From an optimization exercise on the open Yosys and OpenROAD flow, aimed at small area, a short achievable clock period and few clock cycles; shortcuts taken in it are not production practice.
Only simulation tests tie the RTL to the original design; equivalence was not proved.
Power figures rest on the tool's default switching activity, not on a simulated workload.

## fjord
==> flow/design.v (excerpt) <==
module cco7_core #(
    parameter [15:0] MAX_IN_LEN = 16'd1024
) (
    input  wire        clk,
    input  wire        rst,
    input  wire        req_valid,
    output wire        req_ready,
    input  wire [15:0] req_cmd,
    input  wire [15:0] req_len,
    input  wire        in_valid,
    output wire        in_ready,
    input  wire [31:0] in_data,
    output wire        out_valid,
    input  wire        out_ready,
    output wire [31:0] out_data,
    output wire        rsp_valid,
    output reg         rsp_err,
    output wire [7:0]  rsp_code,
    output wire [3:0]  rsp_stage,
    output wire [15:0] rsp_index,
    output wire [31:0] rsp_value
);
Size: roughly 130 flip-flops, roughly 170 I/O pins, about 14000 µm² of cells after synthesis.
Settings: LEC_CHECK=0, ABC_AREA=1, CAP_MARGIN=20, CORE_MARGIN=2, CORE_UTILIZATION=40, PLACE_DENSITY=0.6, SETUP_SLACK_MARGIN=5, SLEW_MARGIN=20, SYNTH_HIERARCHICAL=1, SYNTH_MINIMUM_KEEP_SIZE=0; clock period 10.0 ns.
standard.sh (not shown) runs the stock make flow with config.mk's settings and CLKGATE_MAP_FILE= SYNTH_SCRIPT=/design/flow/synth_recipe.tcl, a recipe that flattens the netlist after the stock synthesis.
==> flow/flow/run.sh <==
#!/bin/bash
# Standard ORFS layout through the standard.sh (standard synthesis unchanged), with
#  - the ports buffered with the smallest plain buffer instead of the default choice,
#  - clock tree synthesis without dummy balancing loads.
# Each tool's output is in orfs/logs/; make's own output is in standard_flow.log.
set -euo pipefail
bash standard.sh "BUFFER_PORTS_ARGS=-buffer_cell sky130_fd_sc_hd__buf_1" SETUP_SLACK_MARGIN=5.3 \
  "CTS_ARGS=-sink_clustering_enable -repair_clock_nets -dont_use_dummy_load" finish > standard_flow.log 2>&1
Per the final summary, fjord finished and its layout is clean on timing, DRC and antenna.
Testbench counts of fjord, summed over its fixed seeds: cycles 125,549.
## Diff of input files: indigo against fjord
- TNS_END_PERCENT now 10, previously not set
==> flow/flow/run.sh <==
#!/bin/bash
# Standard ORFS layout through the standard.sh (standard synthesis unchanged), with
#  - the ports buffered with the smallest plain buffer instead of the default choice,
set -euo pipefail
bash standard.sh "BUFFER_PORTS_ARGS=-buffer_cell sky130_fd_sc_hd__buf_1" SETUP_SLACK_MARGIN=5.3 finish > standard_flow.log 2>&1
==> comparison <==
- Between indigo and fjord, the difference in share of cells above drive strength 1 is negligible.
- Part of the cycle the worst path needs: fjord vs indigo, no meaningful difference
- Taking fjord as the reference, in indigo post-layout utilization of the core picked up an extra 0.29 points, routed wire length fell 1.0%, growth of design area from synthesis to finish rose by 0.72 points.

========
Starting RTL as in the previous note.
## cco7_core
module cco7_core #(
    parameter [15:0] MAX_IN_LEN = 16'd1024
) (
    input  wire        clk,
    input  wire        rst,
    input  wire        req_valid,
    output wire        req_ready,
    input  wire [15:0] req_cmd,
    input  wire [15:0] req_len,
    input  wire        in_valid,
    output wire        in_ready,
    input  wire [31:0] in_data,
    output wire        out_valid,
    input  wire        out_ready,
    output wire [31:0] out_data,
    output wire        rsp_valid,
    output reg         rsp_err,
    output wire [7:0]  rsp_code,
    output wire [3:0]  rsp_stage,
    output wire [15:0] rsp_index,
    output wire [31:0] rsp_value
);
export LEC_CHECK = 0
export ABC_AREA = 1
export CAP_MARGIN = 20
export CORE_MARGIN = 2
export CORE_UTILIZATION = 40
export PLACE_DENSITY = 0.6
export SETUP_SLACK_MARGIN = 5
export SLEW_MARGIN = 20
export SYNTH_HIERARCHICAL = 1
export SYNTH_MINIMUM_KEEP_SIZE = 0
export TNS_END_PERCENT = 10
create_clock -name core_clock -period 10.0 [get_ports {clk}]
==> flow/flow/run.sh <==
#!/bin/bash
# Standard ORFS layout through the standard.sh (standard synthesis unchanged), with
#  - the ports buffered with the smallest plain buffer instead of the default choice,
set -euo pipefail
bash standard.sh "BUFFER_PORTS_ARGS=-buffer_cell sky130_fd_sc_hd__buf_1" SETUP_SLACK_MARGIN=5.4 finish > standard_flow.log 2>&1
Testbench counts at the start, summed over its fixed seeds: cycles 125,549.
Change:
==> flow/flow/run.sh (replaced) <==
#!/bin/bash
# Standard ORFS layout through the standard.sh (standard synthesis unchanged), with
#  - the ports buffered with the smallest plain buffer instead of the default choice,
set -euo pipefail
bash standard.sh "BUFFER_PORTS_ARGS=-buffer_cell sky130_fd_sc_hd__buf_1" SETUP_SLACK_MARGIN=5.3 finish > standard_flow.log 2>&1
Settings changed: TNS_END_PERCENT 10 to not set.
The changed run finished with timing, DRC and antenna clean.
Fmax is about the same.
Cell area is lower by 2.4%.
Routed wire length hardly moves.
First-iteration DRC count decreases by about 10%.
Sequential power falls by about 0.6%.
Via count fell by about 2.2%.

## what the ideal ports hide
How much do the figures lean on ideal ports? The routed layouts below were timed once more, with nothing changed but the port constraints. Step 1, drivers: a clkbuf_16 drives clk and a buf_2 each remaining input, both assumed. Step 2 times the ports against the registers' clock, not the clock port: input delays grow and output delays shrink by t, the midpoint of the rising clock arrivals with the driver on. Three values: ideal, step 1, step 2; two values: the first two.
run | t, ns | setup slack, ns | worst hold slack (ns) | worst data-port slew with drivers (ns)
fjord | 0.502 | 5.191 / 5.215 / 4.713 | 0.604 / 0.604 / 0.604 | 0.06
indigo | 0.510 | 5.197 / 5.225 / 4.715 | 0.642 / 0.642 / 0.642 | 0.05
the first run of note 2 | 0.522 | 5.318 / 5.349 / 4.827 | 0.617 / 0.617 / 0.617 | 0.06
the second run of note 2 | 0.508 | 5.326 / 5.345 / 4.844 | 0.633 / 0.633 / 0.633 | 0.06
After both steps every run listed still meets setup and hold. For the first run of note 2, which loses most, drivers alone change the setup slack by +0.031 ns; drivers and shift together by -0.491 ns.
